What follows belongs to an exercise in optimizing a design on an open flow for small area, a short achievable clock period and few clock cycles per item; a production flow would make more cautious choices.
Function was checked by simulation only, so behaviour that the tests miss may differ from the original.

==> inputs of nickel <==
==> flow/design.v <==
module pbkdf2_iter (
    input  wire         clk,
    input  wire         rst,           
    input  wire         in_valid,
    output wire         in_ready,
    input  wire [255:0] istate,
    input  wire [255:0] ostate,
    input  wire [255:0] u1,
    input  wire [16:0]  iterations,    
    output reg          out_valid,
    output wire [255:0] dk
);
    function [31:0] rotr;
        input [31:0] x;
        input integer n;
        rotr = (x >> n) | (x << (32 - n));
    endfunction
    function [31:0] big_sigma0;
        input [31:0] x;
        big_sigma0 = rotr(x, 2) ^ rotr(x, 13) ^ rotr(x, 22);
    endfunction
    function [31:0] big_sigma1;
        input [31:0] x;
        big_sigma1 = rotr(x, 6) ^ rotr(x, 11) ^ rotr(x, 25);
    endfunction
    function [31:0] small_sigma0;
        input [31:0] x;
        small_sigma0 = rotr(x, 7) ^ rotr(x, 18) ^ (x >> 3);
    endfunction
    function [31:0] small_sigma1;
        input [31:0] x;
        small_sigma1 = rotr(x, 17) ^ rotr(x, 19) ^ (x >> 10);
    endfunction
    function [63:0] csa;
        input [31:0] x, y, z;
        reg [31:0] s, c;
        begin
            s = x ^ y ^ z;
            c = (x & y) | (x & z) | (y & z);
            csa = {c[30:0], 1'b0, s};
        end
    endfunction
    localparam [2047:0] KNEXT = {
        32'h428a2f98, 32'hc67178f2, 32'hbef9a3f7, 32'ha4506ceb,
        32'h90befffa, 32'h8cc70208, 32'h84c87814, 32'h78a5636f,
        32'h748f82ee, 32'h682e6ff3, 32'h5b9cca4f, 32'h4ed8aa4a,
        32'h391c0cb3, 32'h34b0bcb5, 32'h2748774c, 32'h1e376c08,
        32'h19a4c116, 32'h106aa070, 32'hf40e3585, 32'hd6990624,
        32'hd192e819, 32'hc76c51a3, 32'hc24b8b70, 32'ha81a664b,
        32'ha2bfe8a1, 32'h92722c85, 32'h81c2c92e, 32'h766a0abb,
        32'h650a7354, 32'h53380d13, 32'h4d2c6dfc, 32'h2e1b2138,
        32'h27b70a85, 32'h14292967, 32'h06ca6351, 32'hd5a79147,
        32'hc6e00bf3, 32'hbf597fc7, 32'hb00327c8, 32'ha831c66d,
        32'h983e5152, 32'h76f988da, 32'h5cb0a9dc, 32'h4a7484aa,
        32'h2de92c6f, 32'h240ca1cc, 32'h0fc19dc6, 32'hefbe4786,
        32'he49b69c1, 32'hc19bf174, 32'h9bdc06a7, 32'h80deb1fe,
        32'h72be5d74, 32'h550c7dc3, 32'h243185be, 32'h12835b01,
        32'hd807aa98, 32'hab1c5ed5, 32'h923f82a4, 32'h59f111f1,
        32'h3956c25b, 32'he9b5dba5, 32'hb5c0fbcf, 32'h71374491
    };
    reg  [255:0] ri;              
    reg  [255:0] ro;              
    reg  [255:0] rt;              
    reg  [31:0] a, b, c, d, e, f, g, h;
    reg  [31:0] hk;             
    reg  [511:0] win;              
    reg  [5:0]  rnd;            
    reg         outer;          
    reg         first;          
    reg         drain;          
    reg  [16:0] cnt;            
    reg         busy;
    assign in_ready = !busy;
    assign dk = {rt[31:0], rt[63:32], rt[95:64], rt[127:96], rt[159:128], rt[191:160], rt[223:192], rt[255:224]};
    wire        busy_n  = rst ? 1'b0 : (busy ? !done_n : in_valid);
    wire        done_n;
    wire [5:0]  rnd_n   = busy ? rnd + 6'd1 : 6'd63;
    wire        r63     = (rnd == 6'd63);
    wire        outer_n = !busy ? 1'b1 : (r63 ? !outer : outer);
    wire        first_n = !busy ? 1'b1 : ((r63 && !outer) ? 1'b0 : first);
    wire        n63   = (rnd_n == 6'd63);
    wire        n7    = (rnd_n == 6'd7);
    wire        n14   = (rnd_n == 6'd14);
    wire        n15   = (rnd_n == 6'd15);
    wire        nd    = (rnd_n[5:3] == 3'd0);                    
    wire        nc    = ((rnd_n[5:3] == 3'd1) && !n15) || n7;    
    wire        nn    = !nd && !nc && !n15 && !n63;              
    wire        nfst  = first_n && !(n63 && !outer_n);
    wire        npbi  = outer_n ^ n63;
    reg q_r63, q_nrm, q_o3, q_w0, q_w8, q_pbt, q_pbi, q_pbo, q_nbo, q_nbi;
    reg q_wa, q_ws, q_p7, q_p14, q_xen, q_fst;
    always @(posedge clk) begin
        q_r63 <= n63;
        q_nrm <= nn;
        q_o3  <= nn || n15;
        q_w0  <= nn || (!nfst && !n7);
        q_w8  <= n7 && !nfst;
        q_pbt <= !nn && nfst;
        q_pbi <= !nn && !nfst && npbi;
        q_pbo <= !nn && !nfst && !npbi;
        q_nbo <= n63 && !outer_n;           
        q_nbi <= n63 && outer_n;
        q_wa  <= n63 && !nfst;
        q_ws  <= !n63 && !nc;
        q_p7  <= n7;
        q_p14 <= n14;
        q_xen <= !outer_n && nd && !nfst;
        q_fst <= nfst;
    end
    wire [31:0] w_t  = win[32*(15) +: 32];
    wire [31:0] ch   = (e & f) ^ (~e & g);
    wire [31:0] maj  = (a & b) ^ (a & c) ^ (b & c);
    wire [31:0] s1e  = big_sigma1(e);
    wire [31:0] s0a  = big_sigma0(a);
    wire [63:0] l1  = csa(hk, w_t, ch);
    wire [63:0] l1b = csa(s1e, s0a, maj);
    wire [63:0] la2 = csa(l1[31:0], l1[63:32], l1b[31:0]);
    wire [63:0] la3 = csa(la2[31:0], la2[63:32], l1b[63:32]);
    wire [31:0] a_new = la3[31:0] + la3[63:32];
    wire [63:0] le2 = csa(l1[31:0], l1[63:32], s1e);
    wire [63:0] le3 = csa(le2[31:0], le2[63:32], d);
    wire [31:0] e_new = le3[31:0] + le3[63:32];
    wire [31:0] pb  = ({32{q_pbt}} & rt[32*(1) +: 32]) | ({32{q_pbi}} & ri[32*(1) +: 32])
                    | ({32{q_pbo}} & ro[32*(1) +: 32]);
    wire [31:0] o1  = {32{q_nrm}} & small_sigma1(win[32*(14) +: 32]);
    wire [31:0] o3  = {32{q_o3}} & small_sigma0(win[32*(1) +: 32]);
    wire [31:0] o2  = ({32{q_nrm}} & win[32*(9) +: 32]) | pb;
    wire [31:0] o4  = ({32{q_w0}} & win[32*(0) +: 32]) | ({32{q_w8}} & win[32*(8) +: 32]);
    wire [63:0] ls1 = csa(o1, o2, o3);
    wire [63:0] ls2 = csa(ls1[31:0], ls1[63:32], o4);
    wire [31:0] sched = ls2[31:0] + ls2[63:32];
    wire        q_rn  = !q_r63;
    wire [31:0] hk_h  = ({32{q_nbo}} & ro[32*(0) +: 32]) | ({32{q_nbi}} & ri[32*(0) +: 32])
                      | ({32{q_rn}} & g);
    wire [31:0] hk_b  = {32{q_r63}} & pb;
    wire [63:0] lk    = csa(hk_h, KNEXT[32*rnd +: 32], hk_b);
    wire [31:0] hk_new = lk[31:0] + lk[63:32];
    assign done_n = drain ? (rnd == 6'd7) : (r63 && outer && first && cnt == 17'd1);
    always @(posedge clk) begin
        busy      <= busy_n;
        out_valid <= !rst && busy && done_n;
        if (rst || !busy)
            drain <= 1'b0;
        else if (r63 && outer && !first && cnt == 17'd2)
            drain <= 1'b1;
        else if (done_n)
            drain <= 1'b0;
    end
    always @(posedge clk) begin
        rnd   <= rnd_n;
        outer <= outer_n;
        first <= first_n;
        if (!busy)
            cnt <= iterations;
        else if (r63 && outer && !first)
            cnt <= cnt - 17'd1;
    end
    integer i;
    always @(posedge clk) begin
        for (i = 0; i < 8; i = i + 1) begin
            if (!busy) begin
                ri[32*(i) +: 32] <= istate[255 - 32 * ((i + 7) % 8) -: 32];
                ro[32*(i) +: 32] <= ostate[255 - 32 * ((i + 7) % 8) -: 32];
                rt[32*(i) +: 32] <= u1[255 - 32 * ((i + 7) % 8) -: 32];
            end else begin
                ri[32*(i) +: 32] <= ri[32*((i + 1) % 8) +: 32];
                ro[32*(i) +: 32] <= ro[32*((i + 1) % 8) +: 32];
                if (i == 0)
                    rt[32*(i) +: 32] <= rt[32*(1) +: 32] ^ ({32{q_xen}} & sched);
                else
                    rt[32*(i) +: 32] <= rt[32*((i + 1) % 8) +: 32];
            end
        end
    end
    always @(posedge clk) begin
        hk <= hk_new;
        if (q_r63) begin
            a <= q_nbo ? ro[32*(1) +: 32] : ri[32*(1) +: 32];
            b <= q_nbo ? ro[32*(2) +: 32] : ri[32*(2) +: 32];
            c <= q_nbo ? ro[32*(3) +: 32] : ri[32*(3) +: 32];
            d <= q_nbo ? ro[32*(4) +: 32] : ri[32*(4) +: 32];
            e <= q_nbo ? ro[32*(5) +: 32] : ri[32*(5) +: 32];
            f <= q_nbo ? ro[32*(6) +: 32] : ri[32*(6) +: 32];
            g <= q_nbo ? ro[32*(7) +: 32] : ri[32*(7) +: 32];
            h <= q_nbo ? ro[32*(0) +: 32] : ri[32*(0) +: 32];
        end else begin
            a <= a_new;
            b <= a;
            c <= b;
            d <= c;
            e <= e_new;
            f <= e;
            g <= f;
            h <= g;
        end
    end
    integer k;
    always @(posedge clk) begin
        for (k = 0; k < 15; k = k + 1)
            win[32*(k) +: 32] <= win[32*(k + 1) +: 32];
        if (q_r63) begin
            win[32*(0) +: 32]  <= a;
            win[32*(1) +: 32]  <= b;
            win[32*(2) +: 32]  <= c;
            win[32*(3) +: 32]  <= e_new;
            win[32*(4) +: 32]  <= e;
            win[32*(5) +: 32]  <= f;
            win[32*(6) +: 32]  <= g;
        end
        win[32*(15) +: 32] <= ({32{q_wa}} & a_new) | ({32{q_ws}} & sched)
                            | {q_p7, 21'h0, q_p14, q_p14, 8'h0};
    end
endmodule
==> flow/run.sh <==
#!/bin/bash
# synth_recipe.tcl (not shown) runs the flow's synth.tcl, then flattens the netlist and writes it again
# the make line also repeats each setting of config.mk as NAME=value (left out here)
make -C /OpenROAD-flow-scripts/flow DESIGN_CONFIG=/design/flow/config.mk WORK_HOME=/design/flow/orfs CLKGATE_MAP_FILE= SYNTH_SCRIPT=/design/flow/synth_recipe.tcl finish
==> flow/config.mk <==
export PLATFORM = sky130hd
export DESIGN_NAME = pbkdf2_iter
export DESIGN_NICKNAME = pbkdf2_iter
export VERILOG_FILES = /design/flow/design.v
export SDC_FILE = /design/flow/constraint.sdc
export NUM_CORES = 4
export LEC_CHECK = 0
export CAP_MARGIN = 20
export CORE_MARGIN = 2
export CORE_UTILIZATION = 50
export PLACE_DENSITY = 0.6
export SETUP_SLACK_MARGIN = 5
export SLEW_MARGIN = 20
export TNS_END_PERCENT = 100
==> flow/constraint.sdc <==
create_clock -name core_clock -period 10.0 [get_ports {clk}]
set_input_delay 2.0000 -clock core_clock [delete_from_list [all_inputs] [get_ports {clk}]]
set_output_delay 2.0000 -clock core_clock [all_outputs]
set_load 0.01 [all_outputs]
==> quartz (differences from nickel) <==
==> flow/design.v, changed modules only <==
module pbkdf2_iter (
    input  wire         clk,
    input  wire         rst,           
    input  wire         in_valid,
    output wire         in_ready,
    input  wire [255:0] istate,
    input  wire [255:0] ostate,
    input  wire [255:0] u1,
    input  wire [16:0]  iterations,    
    output reg          out_valid,
    output wire [255:0] dk
);
    function [31:0] rotr;
        input [31:0] x;
        input integer n;
        rotr = (x >> n) | (x << (32 - n));
    endfunction
    function [31:0] big_sigma0;
        input [31:0] x;
        big_sigma0 = rotr(x, 2) ^ rotr(x, 13) ^ rotr(x, 22);
    endfunction
    function [31:0] big_sigma1;
        input [31:0] x;
        big_sigma1 = rotr(x, 6) ^ rotr(x, 11) ^ rotr(x, 25);
    endfunction
    function [31:0] small_sigma0;
        input [31:0] x;
        small_sigma0 = rotr(x, 7) ^ rotr(x, 18) ^ (x >> 3);
    endfunction
    function [31:0] small_sigma1;
        input [31:0] x;
        small_sigma1 = rotr(x, 17) ^ rotr(x, 19) ^ (x >> 10);
    endfunction
    function [63:0] csa;
        input [31:0] x, y, z;
        reg [31:0] s, c;
        begin
            s = x ^ y ^ z;
            c = (x & y) | (x & z) | (y & z);
            csa = {c[30:0], 1'b0, s};
        end
    endfunction
    localparam [2047:0] KNEXT = {
        32'h428a2f98, 32'hc67178f2, 32'hbef9a3f7, 32'ha4506ceb,
        32'h90befffa, 32'h8cc70208, 32'h84c87814, 32'h78a5636f,
        32'h748f82ee, 32'h682e6ff3, 32'h5b9cca4f, 32'h4ed8aa4a,
        32'h391c0cb3, 32'h34b0bcb5, 32'h2748774c, 32'h1e376c08,
        32'h19a4c116, 32'h106aa070, 32'hf40e3585, 32'hd6990624,
        32'hd192e819, 32'hc76c51a3, 32'hc24b8b70, 32'ha81a664b,
        32'ha2bfe8a1, 32'h92722c85, 32'h81c2c92e, 32'h766a0abb,
        32'h650a7354, 32'h53380d13, 32'h4d2c6dfc, 32'h2e1b2138,
        32'h27b70a85, 32'h14292967, 32'h06ca6351, 32'hd5a79147,
        32'hc6e00bf3, 32'hbf597fc7, 32'hb00327c8, 32'ha831c66d,
        32'h983e5152, 32'h76f988da, 32'h5cb0a9dc, 32'h4a7484aa,
        32'h2de92c6f, 32'h240ca1cc, 32'h0fc19dc6, 32'hefbe4786,
        32'he49b69c1, 32'hc19bf174, 32'h9bdc06a7, 32'h80deb1fe,
        32'h72be5d74, 32'h550c7dc3, 32'h243185be, 32'h12835b01,
        32'hd807aa98, 32'hab1c5ed5, 32'h923f82a4, 32'h59f111f1,
        32'h3956c25b, 32'he9b5dba5, 32'hb5c0fbcf, 32'h71374491
    };
    reg  [255:0] ri;              
    reg  [255:0] ro;              
    reg  [255:0] rt;              
    reg  [31:0] a, b, c, d, e, f, g, h;
    reg  [31:0] hk;             
    reg  [511:0] win;              
    reg  [5:0]  rnd;            
    reg         outer;          
    reg         first;          
    reg         drain;          
    reg  [16:0] cnt;            
    reg         busy;
    assign in_ready = !busy;
    assign dk = {rt[31:0], rt[63:32], rt[95:64], rt[127:96], rt[159:128], rt[191:160], rt[223:192], rt[255:224]};
    wire        busy_n  = rst ? 1'b0 : (busy ? !done_n : in_valid);
    wire        done_n;
    wire [5:0]  rnd_n   = busy ? rnd + 6'd1 : 6'd63;
    wire        r63     = (rnd == 6'd63);
    wire        outer_n = !busy ? 1'b1 : (r63 ? !outer : outer);
    wire        first_n = !busy ? 1'b1 : ((r63 && !outer) ? 1'b0 : first);
    wire        n63   = (rnd_n == 6'd63);
    wire        n7    = (rnd_n == 6'd7);
    wire        n14   = (rnd_n == 6'd14);
    wire        n15   = (rnd_n == 6'd15);
    wire        nd    = (rnd_n[5:3] == 3'd0);                    
    wire        nc    = ((rnd_n[5:3] == 3'd1) && !n15) || n7;    
    wire        nn    = !nd && !nc && !n15 && !n63;              
    wire        nfst  = first_n && !(n63 && !outer_n);
    wire        npbi  = outer_n ^ n63;
    reg [31:0] kq;
    always @(posedge clk)
        kq <= KNEXT[{rnd_n, 5'b00000} +: 32];
    reg q_r63, q_nrm, q_o3, q_w0, q_w8, q_pbt, q_pbi, q_pbo, q_nbo, q_nbi;
    reg q_wa, q_ws, q_p7, q_p14, q_xen, q_fst, q_rn, q_ld;
    always @(posedge clk) begin
        q_ld  <= !busy_n;                   
        q_r63 <= n63;
        q_rn  <= !n63;
        q_nrm <= nn;
        q_o3  <= nn || n15;
        q_w0  <= nn || (!nfst && !n7);
        q_w8  <= n7 && !nfst;
        q_pbt <= !nn && nfst;
        q_pbi <= !nn && !nfst && npbi;
        q_pbo <= !nn && !nfst && !npbi;
        q_nbo <= n63 && !outer_n;           
        q_nbi <= n63 && outer_n;
        q_wa  <= n63 && !nfst;
        q_ws  <= !n63 && !nc;
        q_p7  <= n7;
        q_p14 <= n14;
        q_xen <= !outer_n && nd && !nfst;
        q_fst <= nfst;
    end
    wire [31:0] w_t  = win[32*(15) +: 32];
    wire [31:0] ch   = (e & f) ^ (~e & g);
    wire [31:0] maj  = (a & b) ^ (a & c) ^ (b & c);
    wire [31:0] s1e  = big_sigma1(e);
    wire [31:0] s0a  = big_sigma0(a);
    wire [63:0] l1  = csa(hk, w_t, ch);
    wire [63:0] l1b = csa(s1e, s0a, maj);
    wire [63:0] la2 = csa(l1[31:0], l1[63:32], l1b[31:0]);
    wire [63:0] la3 = csa(la2[31:0], la2[63:32], l1b[63:32]);
    wire [31:0] a_new = la3[31:0] + la3[63:32];
    wire [63:0] le2 = csa(l1[31:0], l1[63:32], s1e);
    wire [63:0] le3 = csa(le2[31:0], le2[63:32], d);
    wire [31:0] e_new = le3[31:0] + le3[63:32];
    wire [31:0] pb  = ({32{q_pbt}} & rt[32*(1) +: 32]) | ({32{q_pbi}} & ri[32*(1) +: 32])
                    | ({32{q_pbo}} & ro[32*(1) +: 32]);
    wire [31:0] o1  = {32{q_nrm}} & small_sigma1(win[32*(14) +: 32]);
    wire [31:0] o3  = {32{q_o3}} & small_sigma0(win[32*(1) +: 32]);
    wire [31:0] o2  = ({32{q_nrm}} & win[32*(9) +: 32]) | pb;
    wire [31:0] o4  = ({32{q_w0}} & win[32*(0) +: 32]) | ({32{q_w8}} & win[32*(8) +: 32]);
    wire [63:0] ls1 = csa(o1, o2, o3);
    wire [63:0] ls2 = csa(ls1[31:0], ls1[63:32], o4);
    wire [31:0] sched = ls2[31:0] + ls2[63:32];
    wire [31:0] hk_h  = ({32{q_nbo}} & ro[32*(0) +: 32]) | ({32{q_nbi}} & ri[32*(0) +: 32])
                      | ({32{q_rn}} & g);
    wire [31:0] hk_b  = {32{q_r63}} & pb;
    wire [63:0] lk    = csa(hk_h, kq, hk_b);
    wire [31:0] hk_new = lk[31:0] + lk[63:32];
    assign done_n = drain ? (rnd == 6'd7) : (r63 && outer && first && cnt == 17'd1);
    always @(posedge clk) begin
        busy      <= busy_n;
        out_valid <= !rst && busy && done_n;
        if (rst || !busy)
            drain <= 1'b0;
        else if (r63 && outer && !first && cnt == 17'd2)
            drain <= 1'b1;
        else if (done_n)
            drain <= 1'b0;
    end
    always @(posedge clk) begin
        rnd   <= rnd_n;
        outer <= outer_n;
        first <= first_n;
        if (!busy)
            cnt <= iterations;
        else if (r63 && outer && !first)
            cnt <= cnt - 17'd1;
    end
    integer i;
    always @(posedge clk) begin
        for (i = 0; i < 8; i = i + 1) begin
            ri[32*(i) +: 32] <= ({32{q_ld}} & istate[255 - 32 * ((i + 7) % 8) -: 32])
                              | ({32{busy}} & ri[32*((i + 1) % 8) +: 32]);
            ro[32*(i) +: 32] <= ({32{q_ld}} & ostate[255 - 32 * ((i + 7) % 8) -: 32])
                              | ({32{busy}} & ro[32*((i + 1) % 8) +: 32]);
            if (i == 0)
                rt[32*(i) +: 32] <= ({32{q_ld}} & u1[255 - 32 * 7 -: 32])
                                  | ({32{busy}} & (rt[32*(1) +: 32] ^ ({32{q_xen}} & sched)));
            else
                rt[32*(i) +: 32] <= ({32{q_ld}} & u1[255 - 32 * ((i + 7) % 8) -: 32])
                                  | ({32{busy}} & rt[32*((i + 1) % 8) +: 32]);
        end
    end
    wire [31:0] q_rn32 = {32{q_rn}}, q_bo32 = {32{q_nbo}}, q_bi32 = {32{q_nbi}};
    wire [31:0] nb0 = q_nbo ? ro[32*(1) +: 32] : ri[32*(1) +: 32];
    wire [31:0] nb4 = q_nbo ? ro[32*(5) +: 32] : ri[32*(5) +: 32];
    wire [31:0] q_rb32 = {32{q_r63}};
    always @(posedge clk) begin
        hk <= hk_new;
        a <= (q_rn32 & a_new) | (q_rb32 & nb0);
        b <= (q_rn32 & a)     | (q_bo32 & ro[32*(2) +: 32]) | (q_bi32 & ri[32*(2) +: 32]);
        c <= (q_rn32 & b)     | (q_bo32 & ro[32*(3) +: 32]) | (q_bi32 & ri[32*(3) +: 32]);
        d <= (q_rn32 & c)     | (q_bo32 & ro[32*(4) +: 32]) | (q_bi32 & ri[32*(4) +: 32]);
        e <= (q_rn32 & e_new) | (q_rb32 & nb4);
        f <= (q_rn32 & e)     | (q_bo32 & ro[32*(6) +: 32]) | (q_bi32 & ri[32*(6) +: 32]);
        g <= (q_rn32 & f)     | (q_bo32 & ro[32*(7) +: 32]) | (q_bi32 & ri[32*(7) +: 32]);
        h <= (q_rn32 & g)     | (q_bo32 & ro[32*(0) +: 32]) | (q_bi32 & ri[32*(0) +: 32]);
    end
    integer k;
    always @(posedge clk) begin
        for (k = 7; k < 15; k = k + 1)
            win[32*(k) +: 32] <= win[32*(k + 1) +: 32];
        win[32*(0) +: 32] <= (q_rn32 & win[32*(1) +: 32]) | ({32{q_r63}} & a);
        win[32*(1) +: 32] <= (q_rn32 & win[32*(2) +: 32]) | ({32{q_r63}} & b);
        win[32*(2) +: 32] <= (q_rn32 & win[32*(3) +: 32]) | ({32{q_r63}} & c);
        win[32*(3) +: 32] <= (q_rn32 & win[32*(4) +: 32]) | ({32{q_r63}} & e_new);
        win[32*(4) +: 32] <= (q_rn32 & win[32*(5) +: 32]) | ({32{q_r63}} & e);
        win[32*(5) +: 32] <= (q_rn32 & win[32*(6) +: 32]) | ({32{q_r63}} & f);
        win[32*(6) +: 32] <= (q_rn32 & win[32*(7) +: 32]) | ({32{q_r63}} & g);
        win[32*(15) +: 32] <= ({32{q_wa}} & a_new) | ({32{q_ws}} & sched)
                            | {q_p7, 21'h0, q_p14, q_p14, 8'h0};
    end
endmodule
==> flow/flow/run.sh (new file) <==
#!/bin/bash
# Standard ORFS layout (the standard.sh, unchanged synthesis, floorplan,
# power grid and tap cells), with two changes:
#  * ports are buffered with sky130_fd_sc_hd__buf_1 instead of the default
#    choice (every input and output port still gets its own buffer);
#  * clock tree: no dummy loads, smaller clock buffers.
set -euo pipefail
export BUFFER_PORTS_ARGS="-buffer_cell sky130_fd_sc_hd__buf_1"
export CTS_ARGS="-sink_clustering_enable -repair_clock_nets -dont_use_dummy_load -buf_list {sky130_fd_sc_hd__clkbuf_8 sky130_fd_sc_hd__clkbuf_16} -sink_clustering_size 25 -sink_clustering_max_diameter 80"
bash standard.sh finish > standard_flow.log 2>&1
==> flow/standard.sh (new file) <==
#!/bin/bash
# synth_recipe.tcl (not shown) runs the flow's synth.tcl, then flattens the netlist and writes it again
# the make line also repeats each setting of config.mk as NAME=value (left out here)
make -C /OpenROAD-flow-scripts/flow DESIGN_CONFIG=/design/flow/config.mk WORK_HOME=/design/flow/orfs CLKGATE_MAP_FILE= SYNTH_SCRIPT=/design/flow/synth_recipe.tcl "${@:-finish}"
- ABC_AREA: unset -> 1
- CORE_UTILIZATION: 50 -> 58
- PLACE_DENSITY: 0.6 -> 0.68
removed: flow/run.sh
==> sierra (differences from nickel) <==
- SETUP_SLACK_MARGIN: 5 -> unset
- TNS_END_PERCENT: 100 -> unset
==> metrics.md <==
| Metric | Value |
|---|---|
| Total wire length | `~330000 um` |
| R2R cell count | `21` |
| Final period util | `0.749` |
| Routed wire length per instance | `approximately 35 um` |
| Net Count, Synth | `7758` |
| Seq/Total Area, Yosys | `0.449` |
| First-pass GRT wire length | `443000 um` |
| Compound-Gate Fraction of Synth Area | `0.0986` |
| Slew HR | `0.0925` |
| Hold WS | `approximately 280 ps` |
| Status | `finished clean` |
| Layout sequential cell count | `about 1600` |
[end of results for sierra]
==> metrics.md <==
| Metric | Value |
|---|---|
| Number of routed nets with antenna violations | `0` |
| Seq/Total Area, Yosys | `0.458` |
| Compound-Gate Fraction of Synth Area | `0.184` |
| Hold WS | `325 ps` |
| Resize count post-CTS | `1` |
| Residual DRC count | `0` |
| Proportion of cell area occupied by registers | `0.417` |
| Routed wire length per instance | `about 38 um` |
| Xor/xnor cell area share of the yosys netlist | `0.0334` |
| Slew HR | `0.0783` |
| Layout sequential cell count | `1613` |
| Clock H-tree levels | `3` |
| DR WL met2 | `approximately 140000 um` |
| CP max FO | `5` |
| Initial DRC count | `about 16000` |
| Fill count | `10600` |
| Slowest cell on crit path | `o21ai_0` |
| Status | `finished clean` |
| Net Count, Synth | `around 9400` |
| R2R cell count | `18` |
| First-pass GRT wire length | `approximately 530000 um` |
| Die Y | `between 300 and 400 um` |
[end of results for quartz]
==> metrics.md <==
| Metric | Value |
|---|---|
| Status | `finished clean` |
| First-pass GRT wire length | `~450000 um` |
| Compound-Gate Fraction of Synth Area | `0.0986` |
| Hold WS | `293 ps` |
| Top post-synthesis cells by area | `dfxtp_1 (44%), mux2_2 (16%), fa_1 (7.9%)` |
| Net Count, Synth | `between 7000 and 8000` |
| 1st-pass router iterations | `8` |
| Seq/Total Area, Yosys | `0.449` |
| Clock Path Buffers | `3` |
| Slew Viols, Final | `0` |
| Final period util | `0.504` |
| Sum Neg Setup Slack | `0 ps` |
| Largest cell class by area | `multi-input gates` |
| R2R cell count | `16` |
| Routed wire length per instance | `approximately 35 um` |
| # hold bufs at CTS | `0` |
[end of results for nickel]
Testbench counts of nickel, summed over its fixed seeds: cycles 230,632, iterations 1,846.
Testbench counts of quartz, summed over its fixed seeds: cycles 230,632, iterations 1,846.
Testbench counts of sierra, summed over its fixed seeds: cycles 230,632, iterations 1,846.

## static timing again, ports no longer ideal
The flow's constraints put no driver on any port. The routed layouts listed below were extracted and timed again, unchanged, in two steps. Step 1 (the two cells are an assumption about what drives the block):
set clk [get_ports {clk}]
set_driving_cell -lib_cell sky130_fd_sc_hd__clkbuf_16 $clk
set_driving_cell -lib_cell sky130_fd_sc_hd__buf_2 [delete_from_list [all_inputs] $clk]
Step 2 also shifts input and output timing later by t, the mid clock arrival at the registers, as if the neighbouring blocks saw the same clock. Slacks: ideal / step 1 / step 2; pairs: ideal / step 1.
| run | shift t [ns] | slack for setup (ns) | hold slack, ns | latest minus earliest clock arrival (ns) | worst register clock-pin slew, ns |
|---|---|---|---|---|---|
| nickel | 0.895 | 4.960 / 4.960 / 4.960 | 0.293 / 0.293 / 0.293 | 0.058 / 0.059 | 0.08 / 0.08 |
| quartz | 0.839 | 4.940 / 4.940 / 4.940 | 0.325 / 0.325 / 0.325 | 0.071 / 0.071 | 0.11 / 0.11 |
| sierra | 0.876 | 2.506 / 2.506 / 2.506 | 0.284 / 0.284 / 0.284 | 0.067 / 0.068 | 0.07 / 0.07 |
After both steps every run listed still meets setup and hold.
